Source: an optimization exercise on an open RTL-to-GDS flow (aim: small area, a short achievable clock period and few clock cycles per item). Production flows keep margins and buffers that such runs may drop. RTL that was checked went through simulation tests only; none was proved equivalent to the original. For runs 1 and 2, only the layout was checked, not whether the RTL still works. Power figures rest on the tool's default switching activity, not on a simulated workload.

File: design.v
module hdr_rowdec (
    input  wire        clk,
    input  wire        rst,           
    input  wire        cmd_valid,
    output wire        cmd_ready,
    input  wire [5:0]  cmd_len,       
    input  wire        cmd_first,     
    input  wire        in_valid,
    output wire        in_ready,
    input  wire [7:0]  in_byte,
    output reg         done,          
    output reg  [1:0]  err,           
    output wire        busy,
    input  wire [4:0]  rd_addr,
    output wire [31:0] rd_data
);
    localparam [2:0] S_IDLE = 3'd0, S_LEG = 3'd1, S_LO = 3'd2,
                     S_CTRL = 3'd3, S_RVAL = 3'd4, S_LIT = 3'd5;
    localparam [1:0] E_OK = 2'd0, E_OVERRUN = 2'd2, E_NOPREV = 2'd3;
    reg [2:0]  state;
    reg [31:0] row [0:31];
    reg [31:0] lp;
    reg        prev_valid;
    reg [5:0]  len;
    reg [5:0]  pos;           
    reg [5:0]  tend;          
    reg [1:0]  ln;            
    reg        ones;          
    reg        mk;            
    reg        shifted;       
    assign cmd_ready = (state == S_IDLE);
    assign busy = (state != S_IDLE);
    assign in_ready = busy;
    assign rd_data = row[rd_addr];
    wire take = in_valid && busy;
    wire [5:0]  room = len - pos;                       
    wire [5:0]  pos1 = pos + 6'd1;
    wire        pre1 = (ln == 2'd0) || ones;            
    wire        is01 = (in_byte == 8'd1);
    wire        marker = (ln == 2'd3) && ones;          
    wire [7:0]  rlen = in_byte - 8'd128;
    wire        big = {1'b0, in_byte} > {3'b000, room};        
    wire        rbig = {1'b0, rlen} > {3'b000, room};          
    wire [5:0]  lend = pos + in_byte[5:0];                     
    wire        lrun = in_byte != 8'd0 && !shifted && !big && (pos != 6'd0 || prev_valid);
    reg        wr;            
    reg        wrun;          
    reg        wpix;          
    reg [5:0]  wend;
    always @* begin
        wr = 1'b0;
        wrun = 1'b0;
        wpix = 1'b0;
        wend = tend;
        case (state)
            S_LEG: begin
                if (marker) begin
                    wpix = 1'b1;
                    wrun = 1'b1;
                    wend = lend;
                    wr = take && lrun;
                end else
                    wr = take;
            end
            S_RVAL: begin
                wrun = 1'b1;
                wr = take;
            end
            S_LIT: wr = take;
            default: ;
        endcase
    end
    wire [3:0]  lanes = wpix ? 4'b1111 : (4'd1 << ln);
    wire [31:0] wdat = wpix ? lp : {4{in_byte}};
    reg  [31:0] wmask;
    integer k;
    always @* begin
        for (k = 0; k < 32; k = k + 1)
            wmask[k] = wr && (wrun ? (k[5:0] >= pos && k[5:0] < wend) : (k[5:0] == pos));
    end
    genvar gk, gb;
    generate
        for (gk = 0; gk < 32; gk = gk + 1) begin : g_row
            for (gb = 0; gb < 4; gb = gb + 1) begin : g_lane
                always @(posedge clk)
                    if (wmask[gk] && lanes[gb]) row[gk][gb*8 +: 8] <= wdat[gb*8 +: 8];
            end
        end
    endgenerate
    integer b;
    always @(posedge clk) begin
        if (take) begin
            if (state == S_LEG) begin
                for (b = 0; b < 4; b = b + 1) begin
                    if (b == ln && !(pre1 && (is01 || ln == 2'd3)))
                        lp[b*8 +: 8] <= in_byte;
                    else if (b < ln && pre1 && !is01 && !marker)
                        lp[b*8 +: 8] <= 8'd1;
                end
            end else if (state == S_RVAL || state == S_LIT) begin
                lp[ln*8 +: 8] <= in_byte;
            end
        end
    end
    always @(posedge clk) begin
        done <= 1'b0;
        if (rst) begin
            state <= S_IDLE;
            prev_valid <= 1'b0;
            err <= E_OK;
        end else begin
            case (state)
                S_IDLE: if (cmd_valid) begin
                    len <= cmd_len;
                    pos <= 6'd0;
                    ln <= 2'd0;
                    shifted <= 1'b0;
                    mk <= (cmd_len >= 6'd8);
                    if (cmd_first) prev_valid <= 1'b0;
                    state <= S_LEG;
                end
                S_LEG: if (take) begin
                    ln <= ln + 2'd1;
                    ones <= pre1 && is01;
                    if (ln != 2'd2) mk <= mk && (in_byte == 8'h02);
                    else begin
                        mk <= 1'b0;
                        if (mk && !in_byte[7]) state <= S_LO;
                    end
                    if (ln == 2'd3 && !marker) begin
                        pos <= pos1;
                        shifted <= 1'b0;
                        if (pos1 == len) begin
                            state <= S_IDLE; done <= 1'b1; err <= E_OK; prev_valid <= 1'b1;
                        end
                    end else if (marker) begin
                        shifted <= 1'b1;
                        if (in_byte != 8'd0) begin
                            if (shifted || big)
                                begin state <= S_IDLE; done <= 1'b1; err <= E_OVERRUN; prev_valid <= 1'b0; end
                            else if (pos == 6'd0 && !prev_valid)
                                begin state <= S_IDLE; done <= 1'b1; err <= E_NOPREV; prev_valid <= 1'b0; end
                            else begin
                                pos <= lend;
                                if (lend == len) begin
                                    state <= S_IDLE; done <= 1'b1; err <= E_OK; prev_valid <= 1'b1;
                                end
                            end
                        end
                    end
                end
                S_LO: if (take) begin
                    ln <= 2'd0;
                    state <= S_CTRL;
                end
                S_CTRL: if (take) begin
                    if (in_byte > 8'd128) begin
                        if (rbig) begin state <= S_IDLE; done <= 1'b1; err <= E_OVERRUN; prev_valid <= 1'b0; end
                        else begin
                            tend <= pos + rlen[5:0];
                            state <= S_RVAL;
                        end
                    end else if (big) begin
                        state <= S_IDLE; done <= 1'b1; err <= E_OVERRUN; prev_valid <= 1'b0;
                    end else if (in_byte != 8'd0) begin
                        tend <= pos + in_byte[5:0];
                        state <= S_LIT;
                    end
                end
                S_RVAL, S_LIT: if (take) begin
                    pos <= (state == S_RVAL) ? tend : pos1;
                    if (state == S_RVAL || pos1 == tend) begin
                        state <= S_CTRL;
                        if (tend == len) begin
                            pos <= 6'd0;
                            ln <= ln + 2'd1;
                            if (ln == 2'd3) begin
                                state <= S_IDLE; done <= 1'b1; err <= E_OK; prev_valid <= 1'b1;
                            end
                        end
                    end
                end
                default: state <= S_IDLE;
            endcase
        end
    end
endmodule
File: run.sh
#!/bin/bash
# synth_recipe.tcl (not shown) runs the flow's synth.tcl, then flattens the netlist and writes it again
# the make line also repeats each setting of config.mk as NAME=value (left out here)
make -C /OpenROAD-flow-scripts/flow DESIGN_CONFIG=/design/flow/config.mk WORK_HOME=/design/flow/orfs CLKGATE_MAP_FILE= SYNTH_SCRIPT=/design/flow/synth_recipe.tcl finish
File: config.mk
export PLATFORM = sky130hd
export DESIGN_NAME = hdr_rowdec
export DESIGN_NICKNAME = hdr_rowdec
export VERILOG_FILES = /design/flow/design.v
export SDC_FILE = /design/flow/constraint.sdc
export NUM_CORES = 4
export LEC_CHECK = 0
export CAP_MARGIN = 20
export CORE_MARGIN = 2
export CORE_UTILIZATION = 40
export SETUP_SLACK_MARGIN = 4
export SLEW_MARGIN = 20
File: constraint.sdc
create_clock -name core_clock -period 10.0 [get_ports {clk}]
set_input_delay 2.0000 -clock core_clock [delete_from_list [all_inputs] [get_ports {clk}]]
set_output_delay 2.0000 -clock core_clock [all_outputs]
set_load 0.01 [all_outputs]
==> results of run 1 <==
[power by group through the flow]
| stage | registers, mW | logic [mW] | clock network, mW |
|---|---|---|---|
| CTS | 5.14 | 0.817 | 3.80 |
| finish | 5.14 | 0.868 | 3.81 |
| floorplan | 5.21 | 0.461 | 0 |
| global placement | 5.23 | 0.756 | 0 |
| global route | 5.14 | 0.911 | 3.98 |
| detailed placement | 5.23 | 0.777 | 0 |
[worst max-delay path, stage by stage]
cell,delay [ps]
buf_12,110
or3b_4,280
buf_6,120
nor2_4,40
clkbuf_16,160
buf_12,140
buf_4,150
a22o_1,260
a221oi_4,270
nand4_1,130
o32a_1,410
buf_2,160
[what timing repair did]
item / 4_1_cts / 5_1_grt
resized for setup: 339 / 167
buffers inserted: 120 / 53
endpoints found under the setup margin: 369 / 451
cloned: 7 / 3
pin swaps: 92 / 103
[state kept, by name, summed over array words and instances, names as in the netlist, 2 cells and up]
register,cells
lp,32
pos,6
row,1024
ln,2
tend,6
len,6
state,3
err,2
[path summary, 6_finish.rpt]
path         slack, ps          to       start  cells past startpoint
max               3750  rd_data[5]  rd_addr[4]                     12
max reg2reg       4050  row[5][19]      pos[1]                     16
min                460      err[0]      err[0]                      2
min reg2reg        460      err[0]      err[0]                      2
[cells by family (layout without fill, tap and decap cells)]
group | after synthesis | after routing | synth area share (%)
mux | 8 | 8 | 0.198
xor+xnor | 37 | 37 | 0.871
other cells | 0 | 1 | 0
flops | 1086 | 1086 | 75.7
fa+ha+maj | 26 | 26 | 0.792
buf+inv | 203 | 602 | 1.89
simple gates | 495 | 498 | 5.74
compound gates | 819 | 819 | 14.8
[routing by layer]
metal | GRT usage [%] | vias to the layer above | share of wire [%]
li1 | - | 11700 | -
met1 | 37.9 | 15000 | 37
met2 | 43.3 | 2424 | 45
met3 | 7.96 | 387 | 14
met4 | 9.88 | 2 | 4.1
met5 | 0 | - | 0.034
[layout make-up]
class / instances / area (sq um)
Sequential cell: 1086 / 32500
Multi-Input combinational cell: 1388 / 11300
Tap cell: 1403 / 1760
Clock inverter: 62 / 474
Clock buffer: 133 / 2780
Fill cell: 8675 / 53900
Timing Repair Buffer: 369 / 3800
Inverter: 38 / 143
Antenna cell: 1 / 2.50
[Yosys cell counts, types with 29 or more instances]
library cell | n | area, sq um
o21ai_0 | 42 | 210
a21oi_1 | 92 | 460
nor2_1 | 192 | 721
o22ai_1 | 29 | 181
inv_1 | 37 | 139
clkbuf_1 | 130 | 488
a22o_1 | 181 | 1590
nand2_1 | 62 | 233
o32a_1 | 33 | 330
nand3_1 | 50 | 250
a21o_1 | 43 | 323
a221oi_1 | 165 | 1450
edfxtp_1 | 1079 | 32400
a22oi_1 | 159 | 1190
nand4_1 | 74 | 463
==> flow_metrics.py, run 1 <==
metrics = {
    "clock_network": {
        "clockBufferDepth": 3,
        "clk_latency_ps": 720,
        "hold_buffers": 0,
        "cts_buffers": 107,
        "cts_sinks": 1086,
        "cts_tree": "built",
        "clockRootBuffer": "clkbuf_16",
        "h-tree-depth": 3,
        "clkSlewWorstSetupHoldPaths_ps": 60,
    },
    "layout": {
        "drive_gt1_share_pct": 25.3,
        "instances_no_fill": 4480,
        "nets": 3040,
        "mostFrequentLayoutCell": "edfxtp_1",
        "area.growth.synth_to_final_pct": 22.9,
        "fin_area_sq_um": 52800,
        "final_util_pct": 49.5,
        "final_cell_mix": "edfxtp_1, buf_4, a22o_1",
    },
    "place": {
        "hpwl_mm": 93.1,
        "dp.cells": 4100,
        "port_buffers": 61,
        "gp_congestion": 0.901,
        "placed_area_sq_um": 46100,
        "place_ws_ps": 2190,
    },
    "yosys": {
        "yosysWarnings": 2,
        "synthArstFlopShare_pct": 0,
        "synth_edf_count": 1079,
        "avgSynthCellArea_sq_um": 16.1,
        "synthDistinctLibCells": 81,
        "synth-main-ff-cell": "edfxtp_1",
        "syn_area_sq_um": 43000,
        "syn_nets": 2724,
        "syn_inst": 2674,
        "ys_ff_latch": 1086,
        "seq_area_frac_synth_pct": 75.7,
    },
    "timing": {
        "worst_slew_pin_slew_ps": 1170,
        "rsz0062_at_grt": "yes",
        "hold_viol": 0,
        "hold_slack_ps": 463,
        "layout_setup_ws_ps": 3750,
        "max_freq_ghz": 0.160,
        "layout_min_cycle_time_ps": 6250,
        "maxSlewViolCount": 0,
        "finClkSkew_ps": 53.3,
        "fin_crit_sh_pct": 62.5,
        "fin_setup_tns_ps": 0,
        "setup-violations-final": 0,
        "maxSlewHeadroom_pct": 21.9,
    },
    "worst_hold_path": {
        "worstHoldPathType": "reg2reg",
    },
    "power_and_ir_drop": {
        "powerDensity_nw_per_um2": 186,
        "p_leak_nw": 17.1,
        "p_int_mw": 7.43,
        "p_switching_mw": 2.38,
        "irDropWorstVdd_mv": 0.153,
        "power_mw": 9.81,
        "swShare_pct": 24.2,
        "seq_power_share_pct": 52.4,
        "p_comb_share_pct": 8.8,
        "p_clk_share_pct": 38.8,
    },
    "critical_path": {
        "cp.required_ps": 8000,
        "cp.arrival_ps": 4250,
        "worst_setup_path_start_kind": "input pin",
        "critPathMaxFanout": 7,
        "cp-end-kind": "output port",
        "path_class": "in2out",
    },
    "route": {
        "drt-vias-per-instance": 6.58,
        "drt_iter0_drc": 5100,
        "vias": 29500,
        "firstDrtPassIters": 7,
        "drc": 0,
        "drt_wl_total_mm": 159,
        "wl_per_cell_um": 35.6,
        "ant_nets": 0,
    },
    "grt": {
        "grt_pass1_vias": 28100,
        "grt_overflow": 0,
        "grt_pass1_wl_mm": 218,
        "grt_usage_pct": 28.0,
        "antenna_found_initial": 4,
        "grt_max_degree": 56,
    },
    "die": {
        "die_w_um": 332,
        "start_util_pct": 40.3,
        "ios": 62,
        "rows": 120,
        "die_h_um": 332,
        "fp.coreArea_sq_um": 107000,
        "die_area_sq_um": 110000,
    },
    "flow_run": {
        "maxCapViolCount": 0,
    },
    "outcome": {
        "run_status": "no timing/DRC/antenna violations",
    },
}
==> run 2, diff against run 1 <==
--- a/config.mk
+++ b/config.mk
@@ -8,5 +8,5 @@
 export CAP_MARGIN = 20
 export CORE_MARGIN = 2
-export CORE_UTILIZATION = 40
-export SETUP_SLACK_MARGIN = 4
+export CORE_UTILIZATION = 60
+export SETUP_SLACK_MARGIN = 5
 export SLEW_MARGIN = 20
==> run 2 against run 1 <==
Sequential power about the same. Maximum frequency is 2.5% higher. Clock power rose by 2%. Worst hold slack got worse by 1.8 ps. Clock-buffer cell count up 3. Die area decreased by 33%. Area after synthesis stayed put. Wire length rose by 4.4%. Final area grew 1.7%. Flip-flop and latch count did not move. Via count rose by 5.0%. Highest routed layer unchanged. Largest cell class unchanged. Non-clock buffer count up 31.
==> flow_metrics.py, run 2 <==
metrics = {
    "outcome": {
        "run_status": "no timing/DRC/antenna violations",
    },
    "route": {
        "drt-vias-per-instance": 7.63,
        "firstDrtPassIters": 7,
        "ant_nets": 0,
        "drt_wl_total_mm": 166,
        "vias": 31000,
        "drc": 0,
        "drt_iter0_drc": 6252,
        "wl_per_cell_um": 40.9,
    },
    "critical_path": {
        "cp.required_ps": 8000,
        "cp-startpoint": "rd_addr[1]",
        "crit_top_cell": "buf_12",
        "critical-path-slowest-cell": "o32a_1",
        "worst_path_dominant_cell_family": "compound AO/OA/AOI/OAI gates",
        "worst_setup_path_start_kind": "input pin",
        "cp.arrival_ps": 4100,
        "cp-endpoint": "rd_data[31]",
        "critPathMaxFanout": 14,
        "r2r-start": "len[1]",
        "path_buf_inv": 5,
        "reg2regPathDepth": 15,
        "path_depth": 11,
        "r2r_setup_slack_ps": 5090,
        "crit_chain": "buf_8 -> or3b_4 -> buf_4 -> nor2_4 -> buf_12 -> buf_12 -> a22o_1 -> a221oi_2 -> nand4_1 -> o32a_1 -> buf_6",
        "max_stage_delay_ps": 370,
        "rr_endpoint": "row[29][23]",
        "cp-end-kind": "output port",
        "path_class": "in2out",
    },
    "timing": {
        "hold_slack_ps": 461,
        "rsz0062_at_grt": "yes",
        "worst_slew_pin_slew_ps": 1250,
        "maxSlewHeadroom_pct": 16.6,
        "fin_setup_tns_ps": 0,
        "layout_setup_ws_ps": 3900,
        "setup-violations-final": 0,
        "max_freq_ghz": 0.164,
        "maxSlewViolCount": 0,
        "hold_viol": 0,
        "fin_crit_sh_pct": 61.0,
        "finClkSkew_ps": 34.5,
        "layout_min_cycle_time_ps": 6100,
    },
    "layout": {
        "final_cell_mix": "edfxtp_1, buf_4, a22o_1",
        "mostFrequentLayoutCell": "edfxtp_1",
        "nets": 3075,
        "reg_top3": "row x1024, lp x32",
        "largest_reg_flops": 1024,
        "area.growth.synth_to_final_pct": 25.1,
        "drive_gt1_share_pct": 28.0,
        "regMostFlops": "row",
        "fin_area_sq_um": 53700,
    },
    "yosys": {
        "syn_area_sq_um": 43000,
        "synthDistinctLibCells": 81,
        "avgSynthCellArea_sq_um": 16.1,
        "yosysWarnings": 2,
        "synth_common_cells": "edfxtp_1, nor2_1, a22o_1",
        "synthXorXnorAreaFrac_pct": 0.871,
        "seq_area_frac_synth_pct": 75.7,
        "synth_top_area_share_pct": 75.4,
        "synth-compound-area-share_pct": 14.8,
        "ys_ff_latch": 1086,
        "synth_edf_count": 1079,
        "synth.most_common_cell": "edfxtp_1",
        "syn_inst": 2674,
        "synthMuxAreaShare_pct": 0.198,
        "synth-main-ff-cell": "edfxtp_1",
        "synthArstFlopShare_pct": 0,
        "syn_nets": 2724,
        "netlist_top_cells_area": "edfxtp_1, a22o_1, a221oi_1",
        "synth_top_cell_by_area": "edfxtp_1",
        "synthAdderAreaFrac_pct": 0.792,
        "synth_top_family_by_area": "compound AO/OA/AOI/OAI gates",
        "synth-simple-area-share_pct": 5.74,
    },
    "place": {
        "hpwl_mm": 92.0,
        "port_buffers": 61,
        "placed_area_sq_um": 45700,
        "place_ws_ps": 2290,
        "gp_congestion": 0.928,
    },
    "clock_network": {
        "clockBufferDepth": 3,
        "h-tree-depth": 3,
        "cts_tree": "built",
        "cts_sinks": 1086,
        "clkSlewWorstSetupHoldPaths_ps": 60,
        "clk_latency_ps": 700,
        "cts_buffers": 107,
        "clockRootBuffer": "clkbuf_16",
    },
    "grt": {
        "grt_max_degree": 56,
        "grt_overflow": 0,
        "grt_usage_pct": 44.3,
        "grt_pass1_wl_mm": 225,
        "grt_pass1_vias": 28700,
        "antenna_found_initial": 3,
    },
    "die": {
        "die_area_sq_um": 73800,
        "ios": 62,
        "rows": 98,
        "die_w_um": 272,
        "die_h_um": 272,
        "start_util_pct": 60.3,
        "fp.coreArea_sq_um": 71200,
    },
    "worst_hold_path": {
        "worstHoldPathType": "reg2reg",
    },
    "power_and_ir_drop": {
        "powerDensity_nw_per_um2": 185,
        "p_leak_nw": 17.6,
        "irDropWorstVdd_mv": 0.162,
    },
    "flow_run": {
        "maxCapViolCount": 0,
    },
}
==> run 2: cell count changes in the layout (fill, tap and decap cells not counted), moves of 6 or more <==
| cell | before | now |
|---|---|---|
| buf_4 | 195 | 188 |
| buf_6 | 48 | 41 |
| buf_12 | 48 | 97 |
| a21oi_1 | 91 | 81 |
| clkinv_1 | 29 | 23 |
| a221oi_2 | 107 | 125 |
| a221oi_1 | 48 | 32 |
| nor2_2 | 36 | 5 |
| clkdlybuf4s50_1 | 24 | 18 |
| nor2_4 | 56 | 92 |
==> run 2: where the power goes <==
part / internal (mW) / switching (mW)
Clock: 2.15 / 1.75
Sequential: 5.11 / 0.0305
Combinational: 0.293 / 0.618
==> run 2: tightest hold or removal path: stages, from the launching register on <==
cell	delay, ps
dfxtp_1	310
nand2_1	50
mux2i_1	50
==> run 2: layer usage <==
metal / global-route usage (%) / wire [um] / share of wire (%) / vias up
met3: 15.0 / 25800 / 15 / 698
met2: 66.0 / 73600 / 44 / 3134
met5: 0.963 / 125 / 0.075 / -
li1: - / - / - / 11800
met1: 58.3 / 56000 / 34 / 15300
met4: 23.1 / 10800 / 6.5 / 6
==> run 2: logic make-up (layout without fill, tap and decap cells) <==
kind of cell | count (synthesis) | count (layout)
fa+ha+maj | 26 | 26
flops | 1086 | 1086
simple gates | 495 | 501
xor+xnor | 37 | 37
mux | 8 | 9
compound gates | 819 | 819
buf+inv | 203 | 631
other cells | 0 | 3
==> run 2: how the worst min path moves through the flow <==
stage                       from  slack, ps  endpoint  cells after the start
after global routing      err[0]        490    err[0]                      2
after detailed placement  err[0]        450    err[0]                      2
after floorplan           err[0]        480    err[0]                      2
after global placement    err[0]        450    err[0]                      2
after CTS                 err[0]        460    err[0]                      2
final                     err[0]        460    err[0]                      2
==> run 2: layout make-up <==
type	count	area, sq um
fillers	4060	17500
repair buffers	400	4640
clock inverters	57	520
clock buffers	136	2790
multi-input cells	1392	11900
well taps	950	1190
inverters	38	143
diodes	3	7.51
flip-flops and latches	1086	32500
==> run 2: what timing repair did <==
| action | in CTS | in global routing |
|---|---|---|
| setup buffers | 179 | 38 |
| pin swaps | 153 | 60 |
| setup endpoints to repair | 1062 | 855 |
| gates resized for setup | 539 | 59 |
| cloned | 15 | 2 |
| hold buffers | 0 | 0 |
==> run 2: metrics by stage <==
stage          instances  util [%]  power, mW
2_1_floorplan       2674         -       5.69
3_3_place_gp        3626      64.0       5.98
3_5_place_dp        3627      64.1       6.00
4_1_cts             4014      74.3       9.83
5_1_grt             4059      75.4       10.1
6_report            4062      75.4       9.94
==> run 3, diff against run 2 <==
--- a/design.v
+++ b/design.v
@@ -32,5 +32,20 @@
     assign busy = (state != S_IDLE);
     assign in_ready = busy;
-    assign rd_data = row[rd_addr];
+    wire [3:0] dlo = 4'd1 << rd_addr[1:0];
+    wire [7:0] dhi = 8'd1 << rd_addr[4:2];
+    reg [31:0] grp [0:7];
+    reg [31:0] rdo;
+    integer r, g;
+    always @* begin
+        for (g = 0; g < 8; g = g + 1) begin
+            grp[g] = 32'd0;
+            for (r = 0; r < 4; r = r + 1)
+                grp[g] = grp[g] | (row[4*g+r] & {32{dlo[r]}});
+        end
+        rdo = 32'd0;
+        for (g = 0; g < 8; g = g + 1)
+            rdo = rdo | (grp[g] & {32{dhi[g]}});
+    end
+    assign rd_data = rdo;
     wire take = in_valid && busy;
     wire [5:0]  room = len - pos;                       
--- a/config.mk
+++ b/config.mk
@@ -9,4 +9,7 @@
 export CORE_MARGIN = 2
 export CORE_UTILIZATION = 60
+export CTS_BUF_LIST = sky130_fd_sc_hd__clkbuf_8
+export CTS_CLUSTER_DIAMETER = 50
+export CTS_CLUSTER_SIZE = 16
 export SETUP_SLACK_MARGIN = 5
 export SLEW_MARGIN = 20
==> run 3 against run 2 <==
Via count down 17%. Highest routed layer is now met4. Sequential share of layout area up 1.1 points. Non-clock buffer count is 100 lower. Worst hold slack improved by 21 ps. Power fell by 11%. Clock skew shrank 3.9 ps. Utilization is 3.5 points lower. Clock power decreased by 28%. Wire length decreased by 22%. First-iteration DRC count shrank 40%. Still clean. Flip-flop and latch count is the same. Critical endpoint is now rd_data[5].
==> flow_metrics.py, run 3 <==
metrics = {
    "critical_path": {
        "reg2regPathDepth": 13,
        "cp-end-kind": "output port",
        "cp.required_ps": 8000,
        "critPathMaxFanout": 8,
        "path_class": "in2out",
        "cp.arrival_ps": 3640,
        "worst_setup_path_start_kind": "input pin",
    },
    "yosys": {
        "syn_inst": 2389,
        "seq_area_frac_synth_pct": 72.9,
        "synth-main-ff-cell": "edfxtp_1",
        "synthArstFlopShare_pct": 0,
        "avgSynthCellArea_sq_um": 18.7,
        "ys_ff_latch": 1086,
        "syn_nets": 2439,
        "synthDistinctLibCells": 86,
        "synth_edf_count": 1079,
        "synth_top_cell_by_area": "edfxtp_1",
        "yosysWarnings": 3,
        "netlist_top_cells_area": "edfxtp_1, mux4_2, a22oi_1",
        "syn_area_sq_um": 44600,
        "synth_top_area_share_pct": 72.6,
        "synth_common_cells": "edfxtp_1, mux4_2, nor2_1",
        "synth.most_common_cell": "edfxtp_1",
    },
    "power_and_ir_drop": {
        "p_clk_share_pct": 31.8,
        "powerDensity_nw_per_um2": 167,
        "irDropWorstVdd_mv": 0.158,
        "p_int_mw": 6.61,
        "p_leak_nw": 16.6,
        "seq_power_share_pct": 57.5,
        "p_comb_share_pct": 10.6,
        "p_switching_mw": 2.22,
        "swShare_pct": 25.2,
    },
    "outcome": {
        "run_status": "no timing/DRC/antenna violations",
    },
    "flow_run": {
        "maxCapViolCount": 0,
    },
    "timing": {
        "hold_viol": 0,
        "max_freq_ghz": 0.177,
        "layout_min_cycle_time_ps": 5640,
        "fin_crit_sh_pct": 56.4,
        "rsz0062_at_grt": "yes",
        "finClkSkew_ps": 30.6,
        "maxSlewViolCount": 0,
        "hold_slack_ps": 483,
        "maxSlewHeadroom_pct": 28.1,
        "setup-violations-final": 0,
        "worst_slew_pin_slew_ps": 1080,
        "layout_setup_ws_ps": 4360,
        "fin_setup_tns_ps": 0,
    },
    "place": {
        "port_buffers": 61,
        "hpwl_mm": 74.9,
        "gp_congestion": 0.957,
        "place_ws_ps": 2990,
    },
    "grt": {
        "grt_pass1_vias": 24900,
        "grt_usage_pct": 33.8,
        "grt_max_degree": 44,
        "antenna_found_initial": 3,
        "grt_pass1_wl_mm": 183,
        "grt_overflow": 0,
    },
    "layout": {
        "mostFrequentLayoutCell": "edfxtp_1",
        "area.growth.synth_to_final_pct": 18.3,
        "final_cell_mix": "edfxtp_1, mux4_2, buf_4",
        "fillers": 4495,
        "final_util_pct": 71.9,
        "regMostFlops": "row",
        "drive_gt1_share_pct": 36.3,
        "seq_area_sq_um": 32500,
        "multi_input_area_sq_um": 13000,
        "largest_reg_flops": 1024,
        "reg_top3": "row x1024, lp x32",
        "nets": 2703,
    },
    "route": {
        "drt_iter0_drc": 3724,
        "drc": 0,
        "wl_per_cell_um": 35.0,
        "drt_wl_total_mm": 129,
        "drt-vias-per-instance": 7.00,
        "ant_nets": 0,
        "firstDrtPassIters": 6,
        "vias": 25800,
    },
    "die": {
        "die_w_um": 277,
        "die_h_um": 277,
        "fp.coreArea_sq_um": 73300,
        "ios": 62,
        "die_area_sq_um": 76600,
        "start_util_pct": 60.8,
        "rows": 99,
    },
    "clock_network": {
        "cts_sinks": 1086,
        "clk_latency_ps": 750,
        "cts_tree": "built",
        "clockBufferDepth": 3,
        "cts_buffers": 101,
        "h-tree-depth": 3,
        "clockRootBuffer": "clkbuf_8",
        "clkSlewWorstSetupHoldPaths_ps": 80,
    },
    "worst_hold_path": {
        "worstHoldPathType": "reg2reg",
        "min_path_cells": 2,
    },
}
-- run 3: cell types whose count changed after synthesis, sizes merged, moves of 28 or more --
cell,delta
a221oi,-164
a21o,-33
mux4,+256
a22o,-152
nor2,-50
a22oi,-28
nand2,+64
nand3,-30
clkbuf,-46
o32a,-32
nand4,-37
-- run 3: worst max-delay path, cell delays in order --
cell,delay (ps)
buf_16,150
buf_16,150
buf_12,110
mux4_2,510
a22oi_2,270
nand4_1,230
buf_2,210
-- run 3: kinds of logic (layout without fill, tap and decap cells) --
group / Yosys count / count (layout) / synth area share (%)
AO/OA/AOI/OAI: 345 / 345 / 5.55
XOR/XNOR: 39 / 39 / 0.889
adder cells (fa/ha/maj): 26 / 26 / 0.763
buffers and inverters: 164 / 500 / 1.55
flip-flops: 1086 / 1086 / 72.9
multiplexers: 265 / 265 / 13.1
other: 0 / 3 / 0
AND/OR/NAND/NOR: 464 / 464 / 5.19
-- run 3: worst paths after layout --
kind         slack (ps)          end  startpoint
min                 480       err[0]      err[0]
max                4360   rd_data[5]  rd_addr[0]
max reg2reg        5280  row[29][22]      pos[3]
min reg2reg         480       err[0]      err[0]
-- run 3: per-stage QoR --
| step | cells | cell area, sq um | total power [mW] |
|---|---|---|---|
| 6_report | 3687 | 52800 | 8.83 |
| 5_1_grt | 3686 | 52800 | 9.07 |
| 4_1_cts | 3633 | 51700 | 8.80 |
| 3_5_place_dp | 3340 | 46600 | 5.94 |
| 3_3_place_gp | 3338 | 46600 | 5.92 |
| 2_1_floorplan | 2389 | 45000 | 5.66 |
-- run 3: layer usage --
layer / part of all wire (%) / vias up / routed length [um] / GRT usage [%]
met2: 46 / 1709 / 60000 / 51.4
met5: 0 / - / 0 / 0
li1: - / 10400 / - / -
met3: 11 / 232 / 13900 / 6.76
met1: 39 / 13500 / 50900 / 50.7
met4: 3.3 / 0 / 4320 / 10.3
-- run 3: what timing repair did --
action                     4_1_cts  5_1_grt
pin swaps                       72       54
setup endpoints to repair     1057      902
setup buffers                   92       42
gates resized for setup        418       89
hold buffers                     0        0
gates cloned                    26        7
-- run 3: final cells by class --
type	instances	area share (%)
flip-flops and latches	1086	61.7
multi-input cells	1139	24.6
repair buffers	300	7.26
clock buffers	103	2.69
well taps	959	2.27
clock inverters	72	1.35
inverters	25	0.183
diodes	3	0.0142
-- run 3: power groups by stage --
| stage | Combinational (mW) | Sequential, mW | Clock, mW |
|---|---|---|---|
| after CTS | 0.873 | 5.08 | 2.84 |
| after detailed placement | 0.745 | 5.19 | 0 |
| after global routing | 0.984 | 5.08 | 3.00 |
| after global placement | 0.734 | 5.19 | 0 |
| after floorplan | 0.493 | 5.17 | 0 |
| final | 0.941 | 5.08 | 2.81 |
Testbench counts of run 3, summed over its fixed seeds: cycles 150,134, rows 2,400.
==> run 4, diff against run 3 <==
--- a/config.mk
+++ b/config.mk
@@ -8,5 +8,5 @@
 export CAP_MARGIN = 20
 export CORE_MARGIN = 2
-export CORE_UTILIZATION = 60
+export CORE_UTILIZATION = 65
 export CTS_BUF_LIST = sky130_fd_sc_hd__clkbuf_8
 export CTS_CLUSTER_DIAMETER = 50
==> run 4 against run 3 <==
Global-route usage is 4.2 points higher. Largest power group unchanged. Via count increased by 3.6%. Sequential power about the same. Maximum frequency about the same. Wire length grew 2.6%. Area after synthesis did not move. Worst setup slack worse by 5.5 ps.
==> flow_metrics.py, run 4 <==
metrics = {
    "outcome": {
        "run_status": "no timing/DRC/antenna violations",
    },
    "yosys": {
        "yosysWarnings": 3,
        "synthAdderAreaFrac_pct": 0.763,
        "syn_area_sq_um": 44600,
        "synthDistinctLibCells": 86,
        "synth_edf_count": 1079,
        "synth-simple-area-share_pct": 5.19,
        "netlist_top_cells_area": "edfxtp_1, mux4_2, a22oi_1",
        "seq_area_frac_synth_pct": 72.9,
        "syn_inst": 2389,
        "synthArstFlopShare_pct": 0,
        "avgSynthCellArea_sq_um": 18.7,
        "synth-compound-area-share_pct": 5.55,
        "syn_nets": 2439,
        "ys_ff_latch": 1086,
        "synth-main-ff-cell": "edfxtp_1",
        "synthXorXnorAreaFrac_pct": 0.889,
        "synth_top_area_share_pct": 72.6,
        "synth_common_cells": "edfxtp_1, mux4_2, nor2_1",
        "synthMuxAreaShare_pct": 13.1,
        "synth.most_common_cell": "edfxtp_1",
        "synth_top_cell_by_area": "edfxtp_1",
        "synth_top_family_by_area": "multiplexers",
    },
    "power_and_ir_drop": {
        "p_leak_nw": 16.7,
        "powerDensity_nw_per_um2": 168,
        "irDropWorstVdd_mv": 0.136,
    },
    "layout": {
        "multi_input_area_sq_um": 12900,
        "mostFrequentLayoutCell": "edfxtp_1",
        "drive_gt1_share_pct": 35.8,
        "final_cell_mix": "edfxtp_1, mux4_2, buf_4",
        "largest_reg_flops": 1024,
        "nets": 2710,
        "fin_area_sq_um": 52900,
        "area.growth.synth_to_final_pct": 18.6,
        "fillers": 3665,
        "seq_area_sq_um": 32500,
        "regMostFlops": "row",
        "reg_top3": "row x1024, lp x32",
    },
    "die": {
        "die_w_um": 266,
        "ios": 62,
        "die_h_um": 266,
        "start_util_pct": 65.4,
        "fp.coreArea_sq_um": 68200,
        "rows": 96,
        "die_area_sq_um": 70800,
    },
    "critical_path": {
        "cp-endpoint": "rd_data[17]",
        "cp.arrival_ps": 3650,
        "worst_setup_path_start_kind": "input pin",
        "rr_endpoint": "row[4][12]",
        "cp.required_ps": 8000,
        "r2r_setup_slack_ps": 5150,
        "cp-startpoint": "rd_addr[0]",
        "critPathMaxFanout": 9,
        "path_class": "in2out",
        "reg2regPathDepth": 17,
        "cp-end-kind": "output port",
        "r2r-start": "pos[1]",
    },
    "route": {
        "vias": 26700,
        "drt_wl_total_mm": 133,
        "firstDrtPassIters": 8,
        "drc": 0,
        "drt-vias-per-instance": 7.40,
        "ant_nets": 0,
        "drt_iter0_drc": 4473,
        "wl_per_cell_um": 36.7,
    },
    "clock_network": {
        "h-tree-depth": 3,
        "cts_tree": "built",
        "hold_buffers": 0,
        "cts_buffers": 98,
        "clockBufferDepth": 3,
        "clk_latency_ps": 780,
        "clockRootBuffer": "clkbuf_8",
        "clkSlewWorstSetupHoldPaths_ps": 90,
        "cts_sinks": 1086,
    },
    "place": {
        "hpwl_mm": 72.9,
        "placed_area_sq_um": 46600,
        "gp_congestion": 0.970,
        "port_buffers": 61,
    },
    "grt": {
        "grt_max_degree": 48,
        "grt_usage_pct": 38.0,
        "grt_overflow": 0,
        "antenna_found_initial": 1,
        "grt_pass1_wl_mm": 186,
        "grt_pass1_vias": 25600,
    },
    "flow_run": {
        "maxCapViolCount": 0,
    },
    "timing": {
        "setup-violations-final": 0,
        "layout_min_cycle_time_ps": 5650,
        "rsz0062_at_grt": "yes",
        "max_freq_ghz": 0.177,
        "fin_setup_tns_ps": 0,
        "maxSlewHeadroom_pct": 14.2,
        "worst_slew_pin_slew_ps": 1280,
        "hold_viol": 0,
        "finClkSkew_ps": 55.1,
        "fin_crit_sh_pct": 56.5,
        "maxSlewViolCount": 0,
    },
    "worst_hold_path": {
        "worstHoldPathType": "reg2reg",
    },
}
run 4: cell counts after synthesis:
No cell type changed its count.
run 4: layout make-up:
| cell class | count | area share, % |
|---|---|---|
| Inverter | 25 | 0.189 |
| Timing Repair Buffer | 309 | 7.79 |
| Tap cell | 882 | 2.09 |
| Sequential cell | 1086 | 61.5 |
| Clock inverter | 68 | 1.47 |
| Multi-Input combinational cell | 1140 | 24.4 |
| Antenna cell | 1 | 0.00473 |
| Clock buffer | 98 | 2.55 |
run 4: cells by family after synthesis:
family	Yosys count
flops	1086
simple gates	464
compound gates	345
mux	265
buf+inv	164
xor+xnor	39
fa+ha+maj	26
run 4: metrics by stage:
| stage | worst slack, ps | hold slack, ps | utilization (%) | power, mW | std cells |
|---|---|---|---|---|---|
| final | 4350 | 484 | 77.6 | 8.87 | 3609 |
| after global routing | 4320 | 514 | 77.6 | 9.07 | 3609 |
| after CTS | 4380 | 490 | 76.5 | 8.83 | 3575 |
| after detailed placement | 2950 | 475 | 68.4 | 5.93 | 3272 |
| after global placement | 2940 | 462 | 68.3 | 5.91 | 3268 |
| after floorplan | 4710 | 495 | - | 5.66 | 2389 |
run 4: routing by layer:
layer / global-route usage [%] / wire, um / vias to the layer above
met5: 0 / 0 / -
met4: 14.3 / 5790 / 0
met3: 7.42 / 15700 / 315
met2: 57.6 / 61500 / 2155
met1: 56.2 / 49500 / 13800
li1: - / - / 10400
run 4: what timing repair did:
action / in CTS / in global routing
endpoints found under the setup margin: 1060 / 888
gates resized for setup: 431 / 84
pin swaps: 84 / 38
gates cloned: 38 / 3
buffers inserted: 99 / 28
run 4: worst max-delay path, cell delays in order:
cell and delay [ps]:
buf_16 150, buf_16 150, buf_12 110, buf_16 130, mux4_2 520, a22oi_2 170, nand4_1 190, buf_2 200
run 4: worst min path at each step:
stage | start | end | slack [ps] | depth (start not counted)
after global routing | err[0] | err[0] | 510 | 2
after floorplan | err[0] | err[0] | 500 | 2
after global placement | err[0] | err[0] | 460 | 2
final | err[0] | err[0] | 480 | 2
after detailed placement | err[0] | err[0] | 480 | 2
after CTS | err[0] | err[0] | 490 | 2
run 4: report_power, final:
group / internal, mW / total (mW) / switching, mW
sequential: 5.06 / 5.08 / 0.0222
clock: 1.24 / 2.84 / 1.60
combinational: 0.367 / 0.945 / 0.578
==> run 5, diff against run 4 <==
--- a/config.mk
+++ b/config.mk
@@ -8,8 +8,8 @@
 export CAP_MARGIN = 20
 export CORE_MARGIN = 2
-export CORE_UTILIZATION = 65
-export CTS_BUF_LIST = sky130_fd_sc_hd__clkbuf_8
-export CTS_CLUSTER_DIAMETER = 50
-export CTS_CLUSTER_SIZE = 16
+export CORE_UTILIZATION = 60
+export CTS_BUF_LIST = sky130_fd_sc_hd__clkbuf_8 sky130_fd_sc_hd__clkbuf_16
+export CTS_CLUSTER_DIAMETER = 60
+export CTS_CLUSTER_SIZE = 20
 export SETUP_SLACK_MARGIN = 5
 export SLEW_MARGIN = 20
==> run 5 against run 4 <==
Register-to-register slack improved by 100 ps. Worst setup slack got worse by 41 ps. Area after synthesis unchanged. Critical endpoint is now rd_data[10].
==> flow_metrics.py, run 5 <==
metrics = {
    "power_and_ir_drop": {
        "powerDensity_nw_per_um2": 170,
        "irDropWorstVdd_mv": 0.178,
        "power_mw": 9.05,
        "p_leak_nw": 16.8,
    },
    "critical_path": {
        "cp.arrival_ps": 3690,
        "path_class": "in2out",
        "cp-endpoint": "rd_data[10]",
        "cp.required_ps": 8000,
        "rr_endpoint": "row[28][21]",
        "critPathMaxFanout": 7,
        "cp-end-kind": "output port",
        "r2r-start": "pos[2]",
        "r2r_setup_slack_ps": 5250,
        "reg2regPathDepth": 15,
        "worst_setup_path_start_kind": "input pin",
        "cp-startpoint": "rd_addr[0]",
    },
    "route": {
        "drt_wl_total_mm": 128,
        "drc": 0,
        "ant_nets": 0,
        "drt-vias-per-instance": 7.04,
        "wl_per_cell_um": 35.1,
        "vias": 25700,
        "drt_iter0_drc": 3812,
        "firstDrtPassIters": 6,
    },
    "yosys": {
        "synthArstFlopShare_pct": 0,
        "synth_top_area_share_pct": 72.6,
        "synth-main-ff-cell": "edfxtp_1",
        "avgSynthCellArea_sq_um": 18.7,
        "netlist_top_cells_area": "edfxtp_1, mux4_2, a22oi_1",
        "syn_inst": 2389,
        "synth_top_cell_by_area": "edfxtp_1",
        "synth_common_cells": "edfxtp_1, mux4_2, nor2_1",
        "syn_nets": 2439,
        "synth_edf_count": 1079,
        "ys_ff_latch": 1086,
        "synthDistinctLibCells": 86,
        "yosysWarnings": 3,
        "synth.most_common_cell": "edfxtp_1",
        "syn_area_sq_um": 44600,
        "seq_area_frac_synth_pct": 72.9,
    },
    "timing": {
        "fin_setup_tns_ps": 0,
        "rsz0062_at_grt": "yes",
        "maxSlewHeadroom_pct": 24.4,
        "layout_min_cycle_time_ps": 5690,
        "worst_slew_pin_slew_ps": 1130,
        "layout_setup_ws_ps": 4310,
        "hold_viol": 0,
        "finClkSkew_ps": 29.5,
        "maxSlewViolCount": 0,
        "fin_crit_sh_pct": 56.9,
        "max_freq_ghz": 0.176,
        "setup-violations-final": 0,
    },
    "layout": {
        "drive_gt1_share_pct": 35.6,
        "regMostFlops": "row",
        "area.growth.synth_to_final_pct": 19.4,
        "largest_reg_flops": 1024,
        "final_cell_mix": "edfxtp_1, mux4_2, buf_4",
        "fillers": 4413,
        "reg_top3": "row x1024, lp x32",
        "nets": 2709,
        "antenna_cells": 0,
        "mostFrequentLayoutCell": "edfxtp_1",
    },
    "clock_network": {
        "cts_sinks": 1086,
        "clockRootBuffer": "clkbuf_16",
        "clk_latency_ps": 660,
        "cts_buffers": 72,
        "cts_tree": "built",
        "clkSlewWorstSetupHoldPaths_ps": 70,
        "clockBufferDepth": 3,
        "h-tree-depth": 3,
    },
    "grt": {
        "antenna_found_initial": 1,
        "grt_max_degree": 44,
        "grt_pass1_wl_mm": 184,
        "grt_overflow": 0,
        "grt_pass1_vias": 25000,
        "grt_usage_pct": 33.9,
    },
    "place": {
        "port_buffers": 61,
        "gp_congestion": 0.957,
        "place_ws_ps": 2990,
        "hpwl_mm": 74.9,
    },
    "worst_hold_path": {
        "worstHoldPathType": "reg2reg",
    },
    "die": {
        "fp.coreArea_sq_um": 73300,
        "ios": 62,
        "die_h_um": 277,
        "die_area_sq_um": 76600,
        "start_util_pct": 60.8,
        "die_w_um": 277,
        "rows": 99,
    },
    "flow_run": {
        "maxCapViolCount": 0,
    },
    "outcome": {
        "run_status": "no timing/DRC/antenna violations",
    },
}
## run 5: cell counts after synthesis
Identical to the previous run, type by type.
## run 5: how the worst min path moves through the flow
| stage | from | endpoint | slack [ps] | depth (start not counted) |
|---|---|---|---|---|
| 3_5_place_dp | err[0] | err[0] | 470 | 2 |
| 2_1_floorplan | err[0] | err[0] | 500 | 2 |
| 6_report | err[0] | err[0] | 480 | 2 |
| 5_1_grt | err[0] | err[0] | 500 | 2 |
| 3_3_place_gp | err[0] | err[0] | 460 | 2 |
| 4_1_cts | err[0] | err[0] | 490 | 2 |
## run 5: metrics by stage
| stage | std cells | utilization (%) | cell area [sq um] | hold slack [ps] |
|---|---|---|---|---|
| 6_report | 3652 | 72.6 | 53300 | 481 |
| 5_1_grt | 3652 | 72.6 | 53300 | 499 |
| 4_1_cts | 3590 | 71.3 | 52300 | 487 |
| 3_5_place_dp | 3340 | 63.6 | 46600 | 469 |
| 3_3_place_gp | 3338 | 63.5 | 46600 | 464 |
| 2_1_floorplan | 2389 | - | 45000 | 495 |
## run 5: critical path, stage by stage
cell	delay, ps
buf_16	160
buf_12	150
buf_16	140
buf_12	140
mux4_2	550
a22oi_2	150
nand4_1	150
buf_2	200
## run 5: per-layer routing
layer	global-route usage, %	wire length [um]
met5	0	0
met4	11.1	4910
met3	6.42	13600
met2	51.8	59200
met1	50.4	50400
## run 5: cells by family (layout without fill, tap and decap cells)
logic type / count (synthesis) / after routing / synth area share [%]
fa+ha+maj: 26 / 26 / 0.763
flops: 1086 / 1086 / 72.9
xor+xnor: 39 / 39 / 0.889
simple gates: 464 / 464 / 5.19
mux: 265 / 265 / 13.1
buf+inv: 164 / 468 / 1.55
compound gates: 345 / 345 / 5.55
## run 5: power by group
| part | leakage (nW) | switching [mW] | internal, mW | total, mW |
|---|---|---|---|---|
| clock | 1.13 | 1.55 | 1.48 | 3.02 |
| sequential | 9.77 | 0.0225 | 5.06 | 5.08 |
| combinational | 5.87 | 0.581 | 0.366 | 0.946 |
## run 5: what timing repair did
action                                  4_1_cts  5_1_grt
hold buffers                                  0        0
endpoints found under the setup margin     1060      891
gates resized for setup                     501       58
pin swaps                                   104       37
buffers inserted                            115       58
cloned                                       27        1
## run 5: cell type report
type,count,area (sq um),area share (%)
clock buffers,75,1880,3.52
clock inverters,33,383,0.719
inverters,25,96.3,0.181
multi-input cells,1139,13100,24.6
flip-flops and latches,1086,32500,61.1
well taps,959,1200,2.25
repair buffers,335,4050,7.60
==> run 6, diff against run 5 <==
--- a/design.v
+++ b/design.v
@@ -34,18 +34,16 @@
     wire [3:0] dlo = 4'd1 << rd_addr[1:0];
     wire [7:0] dhi = 8'd1 << rd_addr[4:2];
-    reg [31:0] grp [0:7];
-    reg [31:0] rdo;
-    integer r, g;
-    always @* begin
-        for (g = 0; g < 8; g = g + 1) begin
-            grp[g] = 32'd0;
-            for (r = 0; r < 4; r = r + 1)
-                grp[g] = grp[g] | (row[4*g+r] & {32{dlo[r]}});
-        end
-        rdo = 32'd0;
-        for (g = 0; g < 8; g = g + 1)
-            rdo = rdo | (grp[g] & {32{dhi[g]}});
-    end
-    assign rd_data = rdo;
+    wire [255:0] grp;
+    genvar gg;
+    generate
+        for (gg = 0; gg < 8; gg = gg + 1) begin : g_grp
+            hdr_rowdec_ao4 u_ao4 (
+                .s(dlo),
+                .d({row[4*gg+3], row[4*gg+2], row[4*gg+1], row[4*gg]}),
+                .y(grp[32*gg +: 32])
+            );
+        end
+    endgenerate
+    hdr_rowdec_ao8 u_ao8 (.s(dhi), .d(grp), .y(rd_data));
     wire take = in_valid && busy;
     wire [5:0]  room = len - pos;                       
@@ -201,2 +199,22 @@
     end
 endmodule
+module hdr_rowdec_ao4 (
+    input  wire [3:0]   s,
+    input  wire [127:0] d,
+    output wire [31:0]  y
+);
+    assign y = (d[31:0] & {32{s[0]}}) | (d[63:32] & {32{s[1]}}) |
+               (d[95:64] & {32{s[2]}}) | (d[127:96] & {32{s[3]}});
+endmodule
+module hdr_rowdec_ao8 (
+    input  wire [7:0]   s,
+    input  wire [255:0] d,
+    output reg  [31:0]  y
+);
+    integer i;
+    always @* begin
+        y = 32'd0;
+        for (i = 0; i < 8; i = i + 1)
+            y = y | (d[32*i +: 32] & {32{s[i]}});
+    end
+endmodule
--- a/config.mk
+++ b/config.mk
@@ -9,7 +9,8 @@
 export CORE_MARGIN = 2
 export CORE_UTILIZATION = 60
-export CTS_BUF_LIST = sky130_fd_sc_hd__clkbuf_8 sky130_fd_sc_hd__clkbuf_16
-export CTS_CLUSTER_DIAMETER = 60
-export CTS_CLUSTER_SIZE = 20
+export CTS_BUF_LIST = sky130_fd_sc_hd__clkbuf_8
+export CTS_CLUSTER_DIAMETER = 50
+export CTS_CLUSTER_SIZE = 16
 export SETUP_SLACK_MARGIN = 5
 export SLEW_MARGIN = 20
+export SYNTH_HIERARCHICAL = 1
==> run 6 against run 5 <==
Synthesized cell count grew 22%. Register-to-register slack lost 60 ps. Non-clock buffer count shrank 75. Via count grew 13%. Critical path type unchanged. Largest cell class unchanged.
==> flow_metrics.py, run 6 <==
metrics = {
    "route": {
        "firstDrtPassIters": 6,
        "drt-vias-per-instance": 7.03,
        "dr_wl_met2_mm": 62.1,
        "wl_per_cell_um": 32.9,
        "vias": 29100,
        "top_layer": "met5",
        "wl_met3_mm": 15.7,
        "drc": 0,
        "drt_wl_total_mm": 136,
        "met1_length_mm": 51.7,
        "drt_iter0_drc": 4392,
        "ant_nets": 0,
    },
    "timing": {
        "rsz0062_at_grt": "yes",
        "layout_min_cycle_time_ps": 5860,
        "max_freq_ghz": 0.171,
        "setup-violations-final": 0,
        "worst_slew_pin_slew_ps": 1160,
        "hold_viol": 0,
        "maxSlewHeadroom_pct": 22.7,
        "hold_slack_ps": 526,
        "finClkSkew_ps": 47.7,
        "maxSlewViolCount": 0,
        "fin_setup_tns_ps": 0,
        "fin_crit_sh_pct": 58.6,
    },
    "grt": {
        "grt_usage_pct": 35.6,
        "antenna_found_initial": 2,
        "grt_overflow": 0,
        "grt_max_degree": 56,
        "grt_pass1_vias": 27400,
        "grt_pass1_wl_mm": 192,
    },
    "yosys": {
        "synth_top_cell_by_area": "edfxtp_1",
        "synth_common_cells": "edfxtp_1, a22oi_1, nand2_1",
        "yosysWarnings": 9,
        "synth_edf_count": 1079,
        "syn_area_sq_um": 44100,
        "synthDistinctLibCells": 79,
        "avgSynthCellArea_sq_um": 15.2,
        "netlist_top_cells_area": "edfxtp_1, a22oi_1, nand2_1",
        "syn_nets": 2955,
        "synthArstFlopShare_pct": 0,
        "synth-main-ff-cell": "edfxtp_1",
        "syn_inst": 2905,
        "seq_area_frac_synth_pct": 73.8,
        "synth_top_area_share_pct": 73.5,
        "synth.most_common_cell": "edfxtp_1",
        "ys_ff_latch": 1086,
    },
    "place": {
        "placed_area_sq_um": 45400,
        "hpwl_mm": 75.6,
        "gp_congestion": 0.933,
        "port_buffers": 61,
    },
    "clock_network": {
        "cts_buffers": 99,
        "h-tree-depth": 3,
        "clk_latency_ps": 750,
        "clockRootBuffer": "clkbuf_8",
        "clkSlewWorstSetupHoldPaths_ps": 100,
        "clockBufferDepth": 3,
        "cts_tree": "built",
        "cts_sinks": 1086,
    },
    "critical_path": {
        "cp-end-kind": "output port",
        "path_depth": 11,
        "max_stage_delay_ps": 280,
        "crit_top_cell": "buf_12",
        "worst_setup_path_start_kind": "input pin",
        "worst_path_dominant_cell_family": "buffers and inverters",
        "critPathMaxFanout": 7,
        "critical-path-slowest-cell": "a22oi_2",
        "crit_chain": "buf_12 -> nor2b_4 -> buf_12 -> buf_16 -> buf_12 -> buf_16 -> a22oi_2 -> nand2_1 -> a22oi_2 -> nand4_1 -> buf_2",
        "cp.required_ps": 8000,
        "cp.arrival_ps": 3860,
        "reg2regPathDepth": 16,
        "path_buf_inv": 6,
        "path_class": "in2out",
    },
    "outcome": {
        "run_status": "no timing/DRC/antenna violations",
    },
    "layout": {
        "fin_area_sq_um": 51900,
        "regMostFlops": "row",
        "mostFrequentLayoutCell": "edfxtp_1",
        "final_cell_mix": "edfxtp_1, a22oi_1, nand2_1",
        "nets": 3144,
        "final_util_pct": 71.3,
        "seq_area_sq_um": 32500,
        "reg_top3": "row x1024, lp x32",
        "largest_reg_flops": 1024,
        "fillers": 4710,
        "drive_gt1_share_pct": 25.9,
        "multi_input_area_sq_um": 12400,
        "area.growth.synth_to_final_pct": 17.7,
    },
    "die": {
        "die_w_um": 275,
        "fp.coreArea_sq_um": 72800,
        "start_util_pct": 60.5,
        "die_area_sq_um": 75700,
        "rows": 99,
        "die_h_um": 275,
        "ios": 62,
    },
    "power_and_ir_drop": {
        "p_leak_nw": 16.8,
        "swShare_pct": 26.0,
        "seq_power_share_pct": 58.0,
        "powerDensity_nw_per_um2": 168,
        "p_comb_share_pct": 11.0,
        "p_switching_mw": 2.27,
        "irDropWorstVdd_mv": 0.166,
        "p_clk_share_pct": 31.0,
        "p_int_mw": 6.47,
    },
    "worst_hold_path": {
        "worstHoldPathType": "reg2reg",
        "min_path_cells": 2,
    },
    "flow_run": {
        "maxCapViolCount": 0,
    },
}
[run 6: cell type report]
class / instances / area share, %
diodes: 1 / 0.00482
clock buffers: 101 / 2.68
clock inverters: 76 / 1.20
inverters: 26 / 0.188
multi-input cells: 1621 / 23.9
flip-flops and latches: 1086 / 62.7
well taps: 959 / 2.31
repair buffers: 260 / 7.04
[run 6: path summary, 6_finish.rpt]
check / startpoint / end / slack [ps]
setup / recovery: rd_addr[1] / rd_data[20] / 4140
hold / removal: err[1] / err[1] / 530
setup reg to reg: pos[2] / row[1][14] / 5190
hold reg to reg: err[1] / err[1] / 530
[run 6: worst reg2reg max path: cells and delay by family (launching register included)]
family                     cells  cell delay (ps)
adders and majority gates      2              630
and+or+nand+nor                3              850
AOI/OAI and AO/OA              7             1780
muxes                          1              180
xor gates and xnor gates       1              170
buffers and inverters          2              520
DFF                            1              340
[run 6: stage by stage]
| step | std cells | setup slack [ps] | total power, mW |
|---|---|---|---|
| 2_1_floorplan | 2905 | 4690 | 5.64 |
| 3_3_place_gp | 3810 | 2740 | 5.91 |
| 3_5_place_dp | 3811 | 2710 | 5.93 |
| 4_1_cts | 4094 | 4210 | 8.69 |
| 5_1_grt | 4130 | 4140 | 8.98 |
| 6_report | 4130 | 4140 | 8.75 |
[run 6: power groups by stage]
stage	clock network [mW]	logic [mW]	registers (mW)
final	2.71	0.960	5.08
after global routing	2.89	1.00	5.08
after CTS	2.72	0.898	5.08
after detailed placement	0	0.745	5.18
after global placement	0	0.729	5.18
after floorplan	0	0.466	5.17
[run 6: repair_timing]
| action | 4_1_cts | 5_1_grt |
|---|---|---|
| hold buffers | 0 | 0 |
| setup endpoints to repair | 1056 | 947 |
| pin swaps | 155 | 101 |
| buffers inserted | 65 | 26 |
| gates cloned | 41 | 7 |
| resized for setup | 623 | 97 |
[run 6: per-layer routing]
| layer | track usage, % | up-vias |
|---|---|---|
| li1 | - | 12100 |
| met1 | 50.9 | 14700 |
| met2 | 54.9 | 1987 |
| met3 | 6.90 | 338 |
| met4 | 13.8 | 2 |
| met5 | 0 | - |
[run 6: kinds of logic (layout without fill, tap and decap cells)]
family                   after synthesis  after routing  share of synthesized area [%]
AND/OR/NAND/NOR                      672            677                           6.67
XOR/XNOR                              33             33                          0.812
other                                  0              1                              0
AO/OA/AOI/OAI                        877            877                           14.7
buffers and inverters                203            463                           3.06
multiplexers                           8              8                          0.187
adder cells (fa/ha/maj)               26             26                          0.772
flip-flops                          1086           1086                           73.8
[run 6: per-module statistics from Yosys, one instance, submodules excluded]
module / copies in the design / cell area [sq um] / flip-flops and latches / cells
hdr_rowdec: 1 / 37100 / 1086 / 1857
hdr_rowdec_ao8: 1 / 1320 / 0 / 184
hdr_rowdec_ao4: 8 / 706 / 0 / 108
Testbench counts of run 6, summed over its fixed seeds: cycles 150,134, rows 2,400.
==> run 7, diff against run 6 <==
--- a/design.v
+++ b/design.v
@@ -32,18 +32,19 @@
     assign busy = (state != S_IDLE);
     assign in_ready = busy;
-    wire [3:0] dlo = 4'd1 << rd_addr[1:0];
-    wire [7:0] dhi = 8'd1 << rd_addr[4:2];
-    wire [255:0] grp;
+    wire [7:0] dlo = 8'd1 << rd_addr[2:0];
+    wire [3:0] dhi = 4'd1 << rd_addr[4:3];
+    wire [127:0] grp;
     genvar gg;
     generate
-        for (gg = 0; gg < 8; gg = gg + 1) begin : g_grp
-            hdr_rowdec_ao4 u_ao4 (
+        for (gg = 0; gg < 4; gg = gg + 1) begin : g_grp
+            hdr_rowdec_ao8 u_ao8 (
                 .s(dlo),
-                .d({row[4*gg+3], row[4*gg+2], row[4*gg+1], row[4*gg]}),
+                .d({row[8*gg+7], row[8*gg+6], row[8*gg+5], row[8*gg+4],
+                    row[8*gg+3], row[8*gg+2], row[8*gg+1], row[8*gg]}),
                 .y(grp[32*gg +: 32])
             );
         end
     endgenerate
-    hdr_rowdec_ao8 u_ao8 (.s(dhi), .d(grp), .y(rd_data));
+    hdr_rowdec_ao4 u_ao4 (.s(dhi), .d(grp), .y(rd_data));
     wire take = in_valid && busy;
     wire [5:0]  room = len - pos;                       
==> run 7 against run 6 <==
Still clean. Worst hold slack lost 22 ps. First-iteration DRC count grew 20%. Synthesized cell count shrank 5.4%. Clock-buffer cell count shrank 1. Clock skew is essentially flat.
==> flow_metrics.py, run 7 <==
metrics = {
    "outcome": {
        "run_status": "no timing/DRC/antenna violations",
    },
    "layout": {
        "regMostFlops": "row",
        "reg_top3": "row x1024, lp x32",
        "drive_gt1_share_pct": 26.8,
        "mostFrequentLayoutCell": "edfxtp_1",
        "area.growth.synth_to_final_pct": 20.6,
        "final_cell_mix": "edfxtp_1, a22oi_1, a22oi_2",
        "seq_area_sq_um": 32500,
        "fillers": 4413,
        "nets": 3050,
        "multi_input_area_sq_um": 11700,
        "largest_reg_flops": 1024,
    },
    "power_and_ir_drop": {
        "p_comb_share_pct": 10.2,
        "p_clk_share_pct": 32.5,
        "p_leak_nw": 16.2,
        "p_int_mw": 6.61,
        "irDropWorstVdd_mv": 0.132,
        "powerDensity_nw_per_um2": 170,
        "seq_power_share_pct": 57.3,
        "swShare_pct": 25.4,
        "p_switching_mw": 2.25,
    },
    "timing": {
        "layout_min_cycle_time_ps": 5810,
        "hold_slack_ps": 504,
        "worst_slew_pin_slew_ps": 1190,
        "finClkSkew_ps": 48.0,
        "setup-violations-final": 0,
        "fin_crit_sh_pct": 58.1,
        "hold_viol": 0,
        "rsz0062_at_grt": "yes",
        "fin_setup_tns_ps": 0,
        "max_freq_ghz": 0.172,
        "maxSlewViolCount": 0,
        "maxSlewHeadroom_pct": 20.7,
    },
    "route": {
        "drt_wl_total_mm": 146,
        "drt_iter0_drc": 5284,
        "vias": 29300,
        "firstDrtPassIters": 7,
        "ant_nets": 0,
        "drc": 0,
        "drt-vias-per-instance": 7.29,
        "wl_per_cell_um": 36.3,
    },
    "grt": {
        "grt_max_degree": 47,
        "grt_usage_pct": 37.9,
        "antenna_found_initial": 3,
        "grt_pass1_vias": 27500,
        "grt_pass1_wl_mm": 199,
        "grt_overflow": 0,
    },
    "flow_run": {
        "maxCapViolCount": 0,
    },
    "clock_network": {
        "cts_buffers": 98,
        "cts_sinks": 1086,
        "clockRootBuffer": "clkbuf_8",
        "hold_buffers": 0,
        "clkSlewWorstSetupHoldPaths_ps": 90,
        "cts_tree": "built",
        "h-tree-depth": 3,
        "clockBufferDepth": 3,
        "clk_latency_ps": 770,
    },
    "critical_path": {
        "worst_setup_path_start_kind": "input pin",
        "cp.required_ps": 8000,
        "cp.arrival_ps": 3810,
        "rr_endpoint": "row[17][8]",
        "path_class": "in2out",
        "critPathMaxFanout": 11,
        "r2r_setup_slack_ps": 5340,
        "reg2regPathDepth": 15,
        "r2r-start": "pos[3]",
        "cp-end-kind": "output port",
    },
    "yosys": {
        "avgSynthCellArea_sq_um": 15.7,
        "synthArstFlopShare_pct": 0,
        "synthDistinctLibCells": 73,
        "ys_ff_latch": 1086,
        "yosysWarnings": 9,
        "syn_nets": 2798,
        "synth_top_cell_by_area": "edfxtp_1",
        "syn_area_sq_um": 43200,
        "synth_edf_count": 1079,
        "synth_top_area_share_pct": 75.0,
        "synth_common_cells": "edfxtp_1, a22oi_1, nor2_1",
        "syn_inst": 2748,
        "netlist_top_cells_area": "edfxtp_1, a22oi_1, nand4_1",
        "synth.most_common_cell": "edfxtp_1",
        "seq_area_frac_synth_pct": 75.4,
        "synth-main-ff-cell": "edfxtp_1",
    },
    "die": {
        "die_w_um": 272,
        "ios": 62,
        "die_h_um": 272,
        "die_area_sq_um": 74100,
        "start_util_pct": 60.5,
        "rows": 98,
        "fp.coreArea_sq_um": 71400,
    },
    "place": {
        "port_buffers": 61,
        "gp_congestion": 0.938,
        "hpwl_mm": 76.0,
    },
    "worst_hold_path": {
        "worstHoldPathType": "reg2reg",
        "worstHoldEndpoint": "prev_valid",
        "min-delay-start": "prev_valid",
        "min_path_cells": 2,
    },
}
==> run 7: Yosys stat by module (local to each module, per instance) <==
| module | flip-flops and latches | area (sq um) |
|---|---|---|
| hdr_rowdec | 1086 | 37200 |
| hdr_rowdec_ao8 | 0 | 1320 |
| hdr_rowdec_ao4 | 0 | 706 |
==> run 7: how the worst max path moves through the flow <==
stage	start	end	slack, ps	depth (start not counted)
3_5_place_dp	rd_addr[1]	rd_data[6]	2440	8
5_1_grt	rd_addr[2]	rd_data[24]	4200	10
2_1_floorplan	rd_addr[1]	rd_data[21]	4760	6
6_report	rd_addr[1]	rd_data[8]	4190	10
3_3_place_gp	rd_addr[1]	rd_data[16]	2520	8
4_1_cts	rd_addr[2]	rd_data[16]	4280	10
==> run 7: cell families (layout without fill, tap and decap cells) <==
logic type	Yosys count	in the layout	synth area share, %
flops	1086	1086	75.4
compound gates	789	789	13.3
simple gates	606	614	6.91
buf+inv	192	496	2.49
xor+xnor	36	36	0.794
fa+ha+maj	26	26	0.788
mux	13	13	0.319
other cells	0	5	0
==> run 7: cell type report <==
cell class	count	share of cell area (%)
Antenna cell	5	0.0240
Clock buffer	100	2.64
Clock inverter	60	1.42
Inverter	25	0.185
Multi-Input combinational cell	1478	22.5
Sequential cell	1086	62.5
Tap cell	950	2.28
Timing Repair Buffer	311	8.40
==> run 7: power by group through the flow <==
stage	logic (mW)	registers [mW]	clock network [mW]
6_report	0.907	5.07	2.87
5_1_grt	0.940	5.08	3.03
4_1_cts	0.828	5.08	2.87
3_5_place_dp	0.693	5.18	0
3_3_place_gp	0.678	5.18	0
2_1_floorplan	0.419	5.17	0
==> run 7: stage by stage <==
stage	instances	worst slack [ps]	cell area (sq um)	utilization [%]	power (mW)
finish	4015	4190	52100	72.9	8.86
global route	4012	4200	52000	72.9	9.05
CTS	3955	4280	50800	71.1	8.77
detailed placement	3663	2440	44900	62.9	5.88
global placement	3661	2520	44800	62.8	5.86
floorplan	2748	4760	43300	-	5.59
==> run 7: repair_timing <==
item / 4_1_cts / 5_1_grt
setup buffers: 93 / 38
pin swaps: 159 / 75
gates cloned: 39 / 14
gates resized for setup: 567 / 90
setup endpoints to repair: 1059 / 984
==> run 7: routing by layer <==
layer,wire length (um),global-route usage (%)
met1,52500,52.3
met2,66700,58.6
met3,19000,8.74
met4,7710,16.6
met5,13,0
==> run 7: critical path: stages <==
cell and delay (ps):
buf_16 130, nor3b_4 150, buf_12 170, buf_16 180
buf_12 140, a22oi_2 230, nand4_1 150, a22oi_2 290
nand2_1 150, buf_4 180
Testbench counts of run 7, summed over its fixed seeds: cycles 150,134, rows 2,400.

what the ideal ports hide:
The flow's constraints put no driver on any port. The routed layouts listed below were extracted and timed again, unchanged, in two steps. Step 1 (the two cells are an assumption about what drives the block):
set clk [get_ports {clk}]
set_driving_cell -lib_cell sky130_fd_sc_hd__clkbuf_16 $clk
set_driving_cell -lib_cell sky130_fd_sc_hd__buf_2 [delete_from_list [all_inputs] $clk]
Step 2 moves the port delays by t, midway between the first and last clock arrival at a register: inputs arrive t later, outputs are due t later. That takes back most of the time a late clock gives input paths. a / b / c = ideal ports / drivers / drivers and shift; a / b = the first two.
| run | t, ns | slack for setup (ns) | hold slack, ns | worst setup path at the end | clock arrival spread, ns |
|---|---|---|---|---|---|
| run 1 | 0.755 | 3.749 / 3.700 / 3.200 | 0.463 / 0.463 / 0.463 | input to register | 0.053 / 0.054 |
| run 2 | 0.752 | 3.901 / 3.759 / 3.759 | 0.461 / 0.461 / 0.461 | input to output | 0.038 / 0.038 |
| run 3 | 0.793 | 4.355 / 3.707 / 3.707 | 0.483 / 0.483 / 0.483 | input to output | 0.031 / 0.030 |
| run 4 | 0.809 | 4.350 / 3.685 / 3.685 | 0.484 / 0.484 / 0.484 | input to output | 0.056 / 0.055 |
| run 5 | 0.710 | 4.309 / 3.709 / 3.709 | 0.481 / 0.481 / 0.481 | input to output | 0.031 / 0.031 |
| run 6 | 0.789 | 4.139 / 4.091 / 4.091 | 0.526 / 0.526 / 0.526 | input to output | 0.047 / 0.047 |
| run 7 | 0.814 | 4.189 / 4.058 / 4.058 | 0.504 / 0.504 / 0.504 | input to output | 0.048 / 0.049 |
After both steps every run listed still meets setup and hold. The setup slack of run 4, which loses most, moves by -0.665 ns with the drivers and by -0.665 ns with both steps.
